From an optimization exercise on the open Yosys and OpenROAD flow, aimed at small area, a short achievable clock period and few clock cycles; shortcuts taken in it are not production practice. In this exercise RTL edits were held to simulation tests only and were not proved equivalent to the original.

===== design.v =====
module kfd_tcs (
    input  wire        clk,
    input  wire        rst,           
    input  wire        in_valid,
    output wire        in_ready,
    input  wire [15:0] in_lo,
    input  wire [15:0] in_hi,
    input  wire        in_last,
    input  wire [7:0]  cfg_steps,     
    input  wire        cfg_graph,     
    output reg         done,
    output reg  [63:0] bits,
    output reg  [6:0]  p_count,
    output reg  [6:0]  trim_head,
    output reg  [6:0]  trim_tail,
    output reg  [6:0]  lo_num,
    output reg  [6:0]  hi_num,
    output reg  [2:0]  passes,
    output reg         reverted,
    output reg  [21:0] avlo_sum,
    output reg  [6:0]  avlo_cnt,
    output reg  [21:0] avhi_sum,
    output reg  [6:0]  avhi_cnt
);
    localparam S_IDLE = 5'd0,  S_LOAD = 5'd1,  S_PREP = 5'd2,  S_P1   = 5'd3,
               S_PC   = 5'd4,  S_PCF  = 5'd5,  S_TWAIT = 5'd6, S_TRIM = 5'd7,
               S_TRD  = 5'd8,  S_PASS = 5'd9,  S_DRAIN = 5'd10, S_EOP = 5'd11,
               S_THR  = 5'd12, S_THRW = 5'd13, S_SLICE = 5'd14, S_SM1 = 5'd15,
               S_SM2  = 5'd16, S_SM3  = 5'd17;
    localparam K_NONE = 3'd0, K_P1 = 3'd1, K_PASS = 3'd2, K_SLICE = 3'd3,
               K_PC   = 3'd4, K_TRIM = 3'd5, K_THR = 3'd6;
    reg [4:0]  state;
    reg        rdy;
    assign in_ready = rdy;
    wire       acc_in = in_valid & rdy;
    reg        v_q, last_q;
    reg [15:0] lo_q, hi_q;
    reg        graph, s_ge3, s_ge5, s_ge9;
    reg [5:0]  gc;               
    reg [31:0] ring [0:63];      
    reg [2:0]  lsel;             
    reg [31:0] fb;               
    reg [31:0] tapb;             
    always @(*) begin
        case (lsel)
            3'd1:    begin fb = ring[8];  tapb = ring[36]; end
            3'd2:    begin fb = ring[16]; tapb = ring[40]; end
            3'd3:    begin fb = ring[24]; tapb = ring[44]; end
            3'd4:    begin fb = ring[32]; tapb = ring[48]; end
            default: begin fb = ring[0];  tapb = ring[32]; end
        endcase
    end
    reg [6:0]  lfull;            
    reg [5:0]  lhalf;            
    always @(*) begin
        case (lsel)
            3'd1:    begin lfull = 7'd56; lhalf = 6'd28; end
            3'd2:    begin lfull = 7'd48; lhalf = 6'd24; end
            3'd3:    begin lfull = 7'd40; lhalf = 6'd20; end
            3'd4:    begin lfull = 7'd32; lhalf = 6'd16; end
            default: begin lfull = 7'd64; lhalf = 6'd32; end
        endcase
    end
    wire wr_ring = (state == S_LOAD) && v_q;
    integer ri;
    always @(posedge clk) begin
        for (ri = 0; ri < 63; ri = ri + 1)
            ring[ri] <= ring[ri + 1];
        ring[63] <= wr_ring ? {hi_q, lo_q} : fb;
    end
    reg [5:0]  ia;               
    wire [6:0] ib_sum = {1'b0, ia} + {1'b0, lhalf};
    wire [5:0] ib = (ib_sum >= lfull) ? ib_sum[5:0] - lfull[5:0] : ib_sum[5:0];
    reg [6:0]  n;                
    reg [21:0] sl0, sh0;
    reg [6:0]  last;             
    reg [2:0]  k;                
    reg [25:0] ta, tb;           
    reg [21:0] ls, hs, pls, phs;
    reg [6:0]  ln, hn, pln, phn;
    reg [5:0]  fc;               
    reg        thr_slice;        
    reg [21:0] dr_lo, dr_hi, dv;
    reg [12:0] dq_lo, dq_hi;
    reg        dnz_lo, dnz_hi;
    reg [3:0]  dcnt;
    wire       dready = (dcnt == 4'd0);
    wire [22:0] dt_lo = {1'b0, dr_lo} - {1'b0, dv};
    wire [22:0] dt_hi = {1'b0, dr_hi} - {1'b0, dv};
    function quiet_of;
        input [31:0] e;
        input [12:0] qlo, qhi;
        input        nzl, nzh;
        begin
            quiet_of = nzl && nzh && (e[15:0] <= {3'd0, qlo}) && (e[31:16] <= {3'd0, qhi});
        end
    endfunction
    wire qa = quiet_of(fb,   dq_lo, dq_hi, dnz_lo, dnz_hi);
    wire qb = quiet_of(tapb, dq_lo, dq_hi, dnz_lo, dnz_hi);
    reg [2:0]  fk_a, fk_b;
    reg [15:0] xlo_a, xhi_a, xlo_b, xhi_b;
    reg [5:0]  fi_a, fi_b;       
    reg        fv_a, fv_b;
    wire [6:0] rel_a = {1'b0, ia} - trim_head;
    wire [6:0] rel_b = {1'b0, ib} - trim_head;
    wire       inr_a = ({1'b0, ia} >= trim_head) && ({1'b0, ia} <= last);
    wire       inr_b = ({1'b0, ib} >= trim_head) && ({1'b0, ib} <= last);
    always @(*) begin
        fk_a = K_NONE; fk_b = K_NONE;
        xlo_a = fb[15:0];   xhi_a = fb[31:16];
        xlo_b = tapb[15:0]; xhi_b = tapb[31:16];
        fi_a = ia; fi_b = ib;
        fv_a = 1'b0; fv_b = 1'b0;
        case (state)
            S_P1: begin
                fk_a = K_P1; fk_b = K_P1;
                fv_a = ({1'b0, ia} < n);
                fv_b = ({1'b0, ib} < n);
            end
            S_PC: begin
                fk_b = K_PC; fv_b = 1'b1;
            end
            S_TRIM: begin
                fk_a = K_TRIM; fk_b = K_TRIM;
                fv_a = ({1'b0, ia} < n);
                fv_b = ({1'b0, ib} < n);
            end
            S_PASS, S_SLICE: begin
                fk_a = (state == S_PASS) ? K_PASS : K_SLICE;
                fk_b = fk_a;
                fv_a = inr_a; fv_b = inr_b;
                fi_a = rel_a[5:0]; fi_b = rel_b[5:0];
            end
            S_THR: begin
                fk_a = K_THR; fk_b = K_THR;
                fv_a = 1'b1; fv_b = 1'b1;
                xlo_a = 16'd0;          xhi_a = {9'd0, avlo_cnt};
                xlo_b = {9'd0, avhi_cnt}; xhi_b = 16'd0;
            end
            default: ;
        endcase
    end
    wire [29:0] pa_hh = xhi_a * tb[25:13];
    wire [29:0] pa_lh = xlo_a * ta[25:13];
    wire [29:0] pa_hl = xhi_a * tb[12:0];
    wire [29:0] pa_ll = xlo_a * ta[12:0];
    wire [29:0] pb_hh = xhi_b * tb[25:13];
    wire [29:0] pb_lh = xlo_b * ta[25:13];
    wire [29:0] pb_hl = xhi_b * tb[12:0];
    wire [29:0] pb_ll = xlo_b * ta[12:0];
    reg [30:0] vh_a, vl_a, vh_b, vl_b;
    reg [31:0] e_a, e_b;
    reg [2:0]  k_a, k_b;
    reg [5:0]  i_a, i_b;
    reg        q_a, q_b, kn_a, kn_b;
    always @(posedge clk) begin
        vh_a <= {1'b0, pa_hh} - {1'b0, pa_lh};
        vl_a <= {1'b0, pa_hl} - {1'b0, pa_ll};
        vh_b <= {1'b0, pb_hh} - {1'b0, pb_lh};
        vl_b <= {1'b0, pb_hl} - {1'b0, pb_ll};
        e_a  <= {xhi_a, xlo_a};
        e_b  <= {xhi_b, xlo_b};
        i_a  <= fi_a;
        i_b  <= fi_b;
        q_a  <= qa;
        q_b  <= qb;
        kn_a <= dready;
        kn_b <= dready;
        if (rst) begin
            k_a <= K_NONE;
            k_b <= K_NONE;
        end else begin
            k_a <= fv_a ? fk_a : K_NONE;
            k_b <= fv_b ? fk_b : K_NONE;
        end
    end
    wire [30:0] s_a = vh_a + {{13{vl_a[30]}}, vl_a[30:13]};
    wire [30:0] s_b = vh_b + {{13{vl_b[30]}}, vl_b[30:13]};
    wire        low_a = s_a[30];    
    wire        low_b = s_b[30];
    wire [25:0] val_a = {s_a[12:0], vl_a[12:0]};
    wire [25:0] val_b = {s_b[12:0], vl_b[12:0]};
    wire [21:0] cls_a = low_a ? {6'd0, e_a[15:0]}  : 22'd0;
    wire [21:0] chs_a = low_a ? 22'd0 : {6'd0, e_a[31:16]};
    wire [21:0] cls_b = low_b ? {6'd0, e_b[15:0]}  : 22'd0;
    wire [21:0] chs_b = low_b ? 22'd0 : {6'd0, e_b[31:16]};
    reg [21:0] pend_ls, pend_hs;
    reg [6:0]  pend_ln, pend_hn;
    reg        lb_any, lb_unk;   
    reg        pc_done, pc_fail;
    reg        tr_any;           
    reg [6:0]  tr_min, tr_max;
    wire       nq_b = !(kn_b && q_b);                   
    wire [21:0] t_ls = pend_ls + cls_b;
    wire [21:0] t_hs = pend_hs + chs_b;
    wire [6:0]  t_ln = pend_ln + {6'd0, low_b};
    wire [6:0]  t_hn = pend_hn + {6'd0, ~low_b};
    wire op_a_acc = (k_a == K_P1) || (k_a == K_PASS);
    wire op_b_acc = (k_b == K_PASS);
    wire op_b_p1  = (k_b == K_P1);
    wire pc_act   = (k_b == K_PC) && !pc_done;
    wire fast_ok  = lb_any && !lb_unk;
    reg [21:0] x3_ls, x3_hs;
    reg [6:0]  x3_ln, x3_hn;
    always @(*) begin
        x3_ls = 22'd0; x3_hs = 22'd0; x3_ln = 7'd0; x3_hn = 7'd0;
        if (op_b_acc) begin
            x3_ls = cls_b; x3_hs = chs_b; x3_ln = {6'd0, low_b}; x3_hn = {6'd0, ~low_b};
        end else if (op_b_p1 && nq_b) begin
            x3_ls = t_ls; x3_hs = t_hs; x3_ln = t_ln; x3_hn = t_hn;
        end else if (pc_act && fast_ok && kn_b && q_b) begin
            x3_ls = -cls_b; x3_hs = -chs_b;
            x3_ln = -{6'd0, low_b}; x3_hn = -{6'd0, ~low_b};
        end
    end
    wire [21:0] a2_ls = op_a_acc ? cls_a : 22'd0;
    wire [21:0] a2_hs = op_a_acc ? chs_a : 22'd0;
    wire [6:0]  a2_ln = op_a_acc ? {6'd0, low_a}  : 7'd0;
    wire [6:0]  a2_hn = op_a_acc ? {6'd0, ~low_a} : 7'd0;
    wire       tr_a = (k_a == K_TRIM) && !q_a;
    wire       tr_b = (k_b == K_TRIM) && !q_b;
    wire [6:0] mn_ab = (tr_a && (!tr_b || i_a < i_b)) ? {1'b0, i_a} : {1'b0, i_b};
    wire [6:0] mx_ab = (tr_a && (!tr_b || i_a > i_b)) ? {1'b0, i_a} : {1'b0, i_b};
    function [63:0] smooth1;
        input [63:0] b;
        input [6:0]  p;
        reg   [63:0] pat, fire;
        integer i;
        begin
            for (i = 0; i < 64; i = i + 1) begin
                if (i >= 1 && i <= 62 && i + 2 <= p)
                    pat[i] = (b[i] != b[i-1]) && (b[i] != b[i+1]);
                else
                    pat[i] = 1'b0;
            end
            fire[0] = pat[0];
            for (i = 1; i < 64; i = i + 1)
                fire[i] = pat[i] & ~fire[i-1];
            smooth1 = b ^ fire;
        end
    endfunction
    function [63:0] smooth2;
        input [63:0] b;
        input [6:0]  p;
        reg   [63:0] pat, fire;
        integer i;
        begin
            for (i = 0; i < 64; i = i + 1) begin
                if (i >= 1 && i <= 61 && i + 3 <= p)
                    pat[i] = (b[i] != b[i-1]) && (b[i+1] == b[i]) && (b[i+2] == b[i-1]);
                else
                    pat[i] = 1'b0;
            end
            fire[0] = pat[0];
            fire[1] = pat[1];
            for (i = 2; i < 64; i = i + 1)
                fire[i] = pat[i] & ~fire[i-2];
            smooth2 = b ^ fire ^ {fire[62:0], 1'b0};
        end
    endfunction
    function [63:0] smooth3;
        input [63:0] b;
        input [6:0]  p;
        reg   [63:0] pat, fire;
        integer i;
        begin
            for (i = 0; i < 64; i = i + 1) begin
                if (i >= 1 && i <= 60 && i + 4 <= p)
                    pat[i] = (b[i] != b[i-1]) && (b[i+1] == b[i]) && (b[i+2] == b[i]) && (b[i+3] == b[i-1]);
                else
                    pat[i] = 1'b0;
            end
            fire[0] = pat[0];
            fire[1] = pat[1];
            fire[2] = pat[2];
            for (i = 3; i < 64; i = i + 1)
                fire[i] = pat[i] & ~fire[i-3];
            smooth3 = b ^ fire ^ {fire[62:0], 1'b0} ^ {fire[61:0], 2'b0};
        end
    endfunction
    wire        empty_cls = (ln == 7'd0) || (hn == 7'd0);
    wire        same_sums = (ls == avlo_sum) && (ln == avlo_cnt) &&
                            (hs == avhi_sum) && (hn == avhi_cnt);
    wire [11:0] ln25 = ln * 5'd25;
    wire [11:0] hn25 = hn * 5'd25;
    wire [11:0] p2   = {4'd0, p_count, 1'b0};
    wire        small_cls = (ln25 < p2) || (hn25 < p2);
    wire wb_a = (k_a == K_PASS) || (k_a == K_SLICE);
    wire wb_b = (k_b == K_PASS) || (k_b == K_SLICE);
    wire [6:0] n_next   = n + 7'd1;
    reg  [2:0] lsel_new;
    always @(*) begin
        if (n_next <= 7'd32)      lsel_new = 3'd4;
        else if (n_next <= 7'd40) lsel_new = 3'd3;
        else if (n_next <= 7'd48) lsel_new = 3'd2;
        else if (n_next <= 7'd56) lsel_new = 3'd1;
        else                      lsel_new = 3'd0;
    end
    reg [6:0] lfull_new;
    always @(*) begin
        case (lsel_new)
            3'd1:    lfull_new = 7'd56;
            3'd2:    lfull_new = 7'd48;
            3'd3:    lfull_new = 7'd40;
            3'd4:    lfull_new = 7'd32;
            default: lfull_new = 7'd64;
        endcase
    end
    wire [21:0] sl0_fin = sl0 + {6'd0, lo_q};
    wire [21:0] sh0_fin = sh0 + {6'd0, hi_q};
    wire [9:0]  m10     = {n_next, 3'd0} + {2'd0, n_next, 1'b0};
    integer j;
    always @(posedge clk) begin
        v_q    <= acc_in;
        lo_q   <= in_lo;
        hi_q   <= in_hi;
        last_q <= in_last;
        if (acc_in && in_last) begin
            graph <= cfg_graph;
            s_ge3 <= (cfg_steps >= 8'd3);
            s_ge5 <= (cfg_steps >= 8'd5);
            s_ge9 <= (cfg_steps >= 8'd9);
        end
        gc <= acc_in ? 6'd0 : gc + 6'd1;
        ia <= (ia == lfull[5:0] - 6'd1) ? 6'd0 : ia + 6'd1;
        if (dcnt != 4'd0) begin
            dcnt <= dcnt - 4'd1;
            dv   <= {1'b0, dv[21:1]};
            if (!dt_lo[22]) dr_lo <= dt_lo[21:0];
            if (!dt_hi[22]) dr_hi <= dt_hi[21:0];
            dq_lo <= {dq_lo[11:0], ~dt_lo[22]};
            dq_hi <= {dq_hi[11:0], ~dt_hi[22]};
        end
        ls <= ls + a2_ls + x3_ls;
        hs <= hs + a2_hs + x3_hs;
        ln <= ln + a2_ln + x3_ln;
        hn <= hn + a2_hn + x3_hn;
        if (op_b_p1) begin
            if (nq_b) begin
                pend_ls <= 22'd0; pend_hs <= 22'd0; pend_ln <= 7'd0; pend_hn <= 7'd0;
                lb_any  <= 1'b1;
                lb_unk  <= !kn_b;
                last    <= {1'b0, i_b};
            end else begin
                pend_ls <= t_ls; pend_hs <= t_hs; pend_ln <= t_ln; pend_hn <= t_hn;
            end
        end
        if (pc_act) begin
            if (!fast_ok) begin
                pc_done <= 1'b1;
                pc_fail <= 1'b1;
            end else if (kn_b && q_b) begin
                if ({1'b0, i_b} == {1'b0, lhalf} - 7'd1 || {1'b0, i_b} == n - 7'd1) begin
                    pc_done <= 1'b1;
                    pc_fail <= 1'b1;
                end
            end else begin
                pc_done   <= 1'b1;
                trim_head <= {1'b0, i_b};
            end
        end
        if (tr_a || tr_b) begin
            tr_any <= 1'b1;
            if (!tr_any || mn_ab < tr_min) tr_min <= mn_ab;
            if (!tr_any || mx_ab > tr_max) tr_max <= mx_ab;
        end
        if (k_a == K_THR) ta <= val_a;           
        if (k_b == K_THR) tb <= -val_b;          
        for (j = 0; j < 64; j = j + 1) begin
            if (wb_a && i_a == j[5:0])      bits[j] <= ~low_a;
            else if (wb_b && i_b == j[5:0]) bits[j] <= ~low_b;
        end
        case (state)
            S_IDLE: begin
                if (acc_in) begin
                    state <= S_LOAD;
                    done  <= 1'b0;
                    n     <= 7'd0;
                    sl0   <= 22'd0;
                    sh0   <= 22'd0;
                    lsel  <= 3'd0;
                    rdy   <= !in_last;
                end
            end
            S_LOAD: begin
                rdy <= acc_in ? !in_last : (gc == 6'd63);
                if (v_q) begin
                    n   <= n_next;
                    sl0 <= sl0_fin;
                    sh0 <= sh0_fin;
                    if (last_q) begin
                        rdy  <= 1'b0;
                        lsel <= lsel_new;
                        ia   <= (n_next == lfull_new) ? 6'd0 : n_next[5:0];
                        dcnt   <= 4'd13;
                        dv     <= {m10, 12'd0};
                        dr_lo  <= sl0_fin - 22'd1;
                        dr_hi  <= sh0_fin - 22'd1;
                        dnz_lo <= (sl0_fin != 22'd0);
                        dnz_hi <= (sh0_fin != 22'd0);
                        dq_lo  <= 13'd0;
                        dq_hi  <= 13'd0;
                        ta <= {4'd0, sh0_fin};
                        tb <= {4'd0, sl0_fin};
                        avlo_sum <= sl0_fin; avlo_cnt <= n_next;
                        avhi_sum <= sh0_fin; avhi_cnt <= n_next;
                        reverted <= 1'b0;
                        k <= 3'd1;
                        bits <= 64'd0;
                        ls <= 22'd0; hs <= 22'd0; ln <= 7'd0; hn <= 7'd0;
                        pend_ls <= 22'd0; pend_hs <= 22'd0; pend_ln <= 7'd0; pend_hn <= 7'd0;
                        lb_any <= 1'b0; lb_unk <= 1'b0;
                        pc_done <= 1'b0; pc_fail <= 1'b0;
                        fc <= 6'd0;
                        state <= (n_next == lfull_new) ? S_P1 : S_PREP;
                    end
                end
            end
            S_PREP: begin
                if (ia == lfull[5:0] - 6'd1) begin
                    state <= S_P1;
                    fc    <= 6'd0;
                end
            end
            S_P1: begin
                fc <= fc + 6'd1;
                if (fc == lhalf - 6'd1) begin
                    state <= S_PC;
                end
            end
            S_PC: begin
                if (pc_done) begin
                    state <= pc_fail ? S_TWAIT : S_PCF;
                end
            end
            S_PCF: begin
                p_count   <= last - trim_head + 7'd1;
                trim_tail <= n - 7'd1 - last;
                state     <= S_EOP;
            end
            S_TWAIT: begin
                tr_any <= 1'b0;
                fc     <= 6'd0;
                if (dready) state <= S_TRIM;
            end
            S_TRIM: begin
                fc <= fc + 6'd1;
                if (fc == lhalf - 6'd1) begin
                    fc    <= 6'd0;
                    state <= S_TRD;
                end
            end
            S_TRD: begin
                fc <= fc + 6'd1;
                if (fc == 6'd1) begin
                    if (tr_any) begin
                        trim_head <= tr_min;
                        last      <= tr_max;
                        p_count   <= tr_max - tr_min + 7'd1;
                        trim_tail <= n - 7'd1 - tr_max;
                    end else begin
                        trim_head <= n;
                        last      <= n - 7'd1;
                        p_count   <= 7'd0;
                        trim_tail <= 7'd0;
                    end
                    ls <= 22'd0; hs <= 22'd0; ln <= 7'd0; hn <= 7'd0;
                    fc    <= 6'd0;
                    state <= S_PASS;
                end
            end
            S_PASS, S_SLICE: begin
                fc <= fc + 6'd1;
                if (fc == lhalf - 6'd1) begin
                    fc    <= 6'd0;
                    state <= (state == S_PASS) ? S_DRAIN : S_SM1;
                end
            end
            S_DRAIN: begin
                state <= S_EOP;
            end
            S_EOP: begin
                fc <= 6'd0;
                ls <= 22'd0; hs <= 22'd0; ln <= 7'd0; hn <= 7'd0;
                lo_num <= ln;
                hi_num <= hn;
                if (empty_cls) begin
                    reverted <= 1'b1;
                    passes   <= k;
                    avlo_sum <= sl0; avlo_cnt <= n; avhi_sum <= sh0; avhi_cnt <= n;
                    ta <= {4'd0, sh0};
                    tb <= {4'd0, sl0};
                    state <= S_SLICE;
                end else if (same_sums || k == 3'd5) begin
                    passes <= 3'd5;
                    if (small_cls) begin
                        reverted <= 1'b1;
                        avlo_sum <= sl0; avlo_cnt <= n; avhi_sum <= sh0; avhi_cnt <= n;
                        ta <= {4'd0, sh0};
                        tb <= {4'd0, sl0};
                        state <= S_SLICE;
                    end else if (same_sums) begin
                        fc    <= 6'd1;
                        state <= S_SM1;
                    end else begin
                        avlo_sum <= ls; avlo_cnt <= ln; avhi_sum <= hs; avhi_cnt <= hn;
                        ta <= {4'd0, ls};
                        tb <= {4'd0, hs};
                        thr_slice <= 1'b1;
                        state <= S_THR;
                    end
                end else begin
                    avlo_sum <= ls; avlo_cnt <= ln; avhi_sum <= hs; avhi_cnt <= hn;
                    ta <= {4'd0, ls};
                    tb <= {4'd0, hs};
                    k <= k + 3'd1;
                    thr_slice <= 1'b0;
                    state <= S_THR;
                end
            end
            S_THR: begin
                state <= S_THRW;
            end
            S_THRW: begin
                fc    <= 6'd0;
                state <= thr_slice ? S_SLICE : S_PASS;
            end
            S_SM1: begin
                fc <= fc + 6'd1;
                if (fc == 6'd1) begin
                    if (!graph && s_ge3) bits <= smooth1(bits, p_count);
                    state <= S_SM2;
                end
            end
            S_SM2: begin
                if (!graph && s_ge5) bits <= smooth2(bits, p_count);
                state <= S_SM3;
            end
            S_SM3: begin
                if (!graph && s_ge9) bits <= smooth3(bits, p_count);
                done  <= 1'b1;
                rdy   <= 1'b1;
                state <= S_IDLE;
            end
            default: state <= S_IDLE;
        endcase
        if (rst) begin
            state  <= S_IDLE;
            done   <= 1'b0;
            rdy    <= 1'b1;
            v_q    <= 1'b0;
            dcnt   <= 4'd0;
        end
    end
endmodule

===== run.sh =====
#!/bin/bash
# synth_recipe.tcl (not shown) runs the flow's synth.tcl, then flattens the netlist and writes it again
# the make line also repeats each setting of config.mk as NAME=value (left out here)
make -C /OpenROAD-flow-scripts/flow DESIGN_CONFIG=/design/flow/config.mk WORK_HOME=/design/flow/orfs CLKGATE_MAP_FILE= SYNTH_SCRIPT=/design/flow/synth_recipe.tcl finish

===== config.mk =====
export PLATFORM = sky130hd
export DESIGN_NAME = kfd_tcs
export DESIGN_NICKNAME = kfd_tcs
export VERILOG_FILES = /design/flow/design.v
export SDC_FILE = /design/flow/constraint.sdc
export NUM_CORES = 4
export LEC_CHECK = 0
export CAP_MARGIN = 20
export CORE_MARGIN = 2
export CORE_UTILIZATION = 30
export SLEW_MARGIN = 20

===== constraint.sdc =====
create_clock -name core_clock -period 15.0 [get_ports {clk}]
set_input_delay 3.0000 -clock core_clock [delete_from_list [all_inputs] [get_ports {clk}]]
set_output_delay 3.0000 -clock core_clock [all_outputs]
set_load 0.01 [all_outputs]

==> summary.txt <==
[area by class of cell]
| type | count | area share, % |
|---|---|---|
| multi-input cells | 10400 | 50.5 |
| repair buffers | 461 | 2.25 |
| clock buffers | 392 | 4.67 |
| well taps | 6968 | 4.90 |
| inverters | 1817 | 3.84 |
| diodes | 23 | 0.0324 |
| flip-flops and latches | 2823 | 32.8 |
| clock inverters | 141 | 1.01 |
[state kept, by name, indices dropped and copies added, names as in the netlist, 30 cells and up]
name,count
ring,2048
bits,64
e_a,32
e_b,32
vh_a,30
vh_b,30
vl_a,30
vl_b,30
[cell families (layout without fill, tap and decap cells)]
family | Yosys count | in the layout | share of synthesized area, %
xor+xnor | 660 | 660 | 3.67
simple gates | 4593 | 4593 | 14.4
fa+ha+maj | 2509 | 2509 | 27.1
other cells | 0 | 23 | 0
mux | 269 | 269 | 2.03
compound gates | 2382 | 2382 | 9.65
buf+inv | 2553 | 2811 | 6.11
flops | 2823 | 2823 | 37.0
[final timing paths]
kind,to,cells after the start,startpoint
max,vl_a[29]$_DFF_P_,32,lsel[0]$_SDFFCE_PN0P_
min reg2reg,ring[52][23]$_DFF_P_,0,ring[53][23]$_DFF_P_
max reg2reg,vl_a[29]$_DFF_P_,32,lsel[0]$_SDFFCE_PN0P_
min,ring[52][23]$_DFF_P_,0,ring[53][23]$_DFF_P_
[through the flow]
stage          hold slack, ns  setup WS (ns)  cell area [um^2]  cells
2_1_floorplan           0.310           5.96            157000  15800
4_1_cts                 0.259           4.68            178000  23000
3_5_place_dp            0.312           4.74            168000  22500
5_1_grt                 0.262           3.81            178000  23000
6_report                0.249           4.45            178000  23000
3_3_place_gp            0.310           4.85            168000  22500
[cells in the final DEF (no fill, tap or decap), types with 48 or more instances in the layout]
master           count
nand2_1           1432
dfxtp_1           2638
clkbuf_16          298
nor3_1             185
o21bai_1            48
and3_1              71
buf_4              251
fa_1              1506
clkdlybuf4s50_1    207
ha_1              1003
edfxtp_1           174
o21a_1              60
a21o_1             134
o22ai_1            114
xnor2_1            420
a31oi_1            132
a22oi_1            123
clkbuf_8            50
nand4_1             50
nand3_1            181
inv_1             1805
clkinv_2            50
or3_1               85
a211oi_1            80
a21oi_1            794
o21ai_0            414
nor2_1             882
nand2b_1           184
nor2b_1            145
mux2i_1            179
and2_1            1099
xor2_1             239
mux2_2              56
o211ai_1            51
[critical path, delay by kind of cell, from the launching register on]
family / cells / cell delay (ns)
DFF: 1 / 0.41
muxes: 1 / 0.88
buffers and inverters: 6 / 1.43
xor gates and xnor gates: 1 / 0.08
adders and majority gates: 8 / 3.18
AOI/OAI and AO/OA: 10 / 3.07
and+or+nand+nor: 6 / 1.13
[routing by layer]
metal / track usage, % / vias up / part of all wire (%)
met5: 0 / - / 0.0026
met4: 10.2 / 2 / 6.5
met3: 3.24 / 1059 / 7.8
met2: 28.5 / 4461 / 43
met1: 24.5 / 56400 / 43
li1: - / 51400 / -
==> summary.txt <==
status: finished clean
register bit total from synthesis: 2823
Residual DRC: 0
Clock transition at path regs: 0.06 ns
actual slew at the worst max-slew pin: 1.21 ns
final wirelength: 496000 um
Ports: 208
final setup TNS: 0 ns
Register Area: 58300 um^2
clock sinks: 2823
Setup CP Type: flip-flop to flip-flop
hold_buf cts: 0
top cell type by total area after synthesis: dfxtp_1
Slew Viols, Final: 0
std cell rows: 266
final setup vio count: 0
CTS Buffer Depth: 4
via count: 113000
Synth top area share: 33.7%
crit-path most repeated cell: fa_1
GRT Overall Usage: 18.5%
largest net degree at the start of global routing: 99
count leader, synth: dfxtp_1
clock skew: 0.107 ns
Final Hold Fails: 0
Synth cell types: 104
Initial Utilization: 30.1%
dpl hpwl: 362000 um
first-pass GRT wire length: 742000 um
Wirelength per Cell: 21.6 um
initial antenna violation count: 35
crit path max fanout: 79
total number of H-tree levels: 5
Worst Hold Class: flip-flop to flip-flop
Slew Limit Headroom: 18.8%
Synth top cells by count: 2649 x dfxtp_1, 1808 x inv_1, 1506 x fa_1, 1435 x nand2_1, 1100 x and2_1
Post-synth EDFFs: 174
sequential area share after synthesis: 37.0%
drt first-iter violations: 9926
cts bufs inserted: 292
syn_nets: 18300
CTS tree: done
syn_area_per_cell: 9.97 um^2
Final ANT Viol Nets: 0
Fillers: 52900
Setup crit end kind: flip-flop
synthesized instance count: 15800
share of layout cells above drive strength 1: 6.34%
CP arrival: 11.30 ns
routability cong.: 0.953
clock root buffer: clkbuf_16
top_reg_cell synth: dfxtp_1
post_cts resized: 0
Tmin final: 10.55 ns
die area: 531000 um^2
Fmax: 0.0948 GHz
synthesis-to-finish area growth: 13.0%
Synth Warn #: 17
CORE AREA: 524000 um^2
Worst-Skew Late Latency: 0.97 ns
Largest stage delay, worst path: 0.88 ns
Port Buf Inserts: 207
CP Data Required Time: 15.75 ns
crit start category: flip-flop
synth top area cells: dfxtp_1 34%, fa_1 19%, ha_1 8.0%, and2_1 4.4%, inv_1 4.3%
number of global-route vias before repair: 114000
crit share post-route: 70.3%
Max-Cap Viols: 0
mapped cell area: 157000 um^2
Die Wd: 728 um
DIE HEIGHT: 728 um
Core Util, Final: 34.0%
Multi-input gate area: 89900 um^2
Nets: 18400
Async SR Flop Fraction: 0%
RSZ-0062 raised after global routing: false
First-pass DRT Iterations: 6
total grt overflow: 0
Setup Fix Bufs, Post-CTS: 0
Via density: 4.92
Slowest-stage cell, CP: mux2_2
reg2reg setup slack: 4.45 ns
Testbench counts, summed over its fixed seeds: cycles 48,756.

[static timing again, ports no longer ideal]
Ports are ideal in the flow. The routed layout listed here was re-timed in OpenROAD. Step 1 sets driving cells, clkbuf_16 on the clock port and buf_2 on the other inputs (assumed; they add their load-dependent delay and slew). Step 2, shift: input delay + t, output delay - t, t = (earliest + latest rising clock arrival at the registers) / 2. This alone moves slack from input paths to output paths. a / b / c = ideal ports / drivers / drivers and shift; a / b = the first two.
shift t [ns]: 1.044
slack for setup (ns): 4.448 / 4.448 / 4.448
worst setup path at the end: register to register
worst data-port slew with drivers (ns): 0.19
After both steps this run still meets setup and hold. The setup slack of this run moves by 0.000 ns with the drivers and by 0.000 ns with both steps.
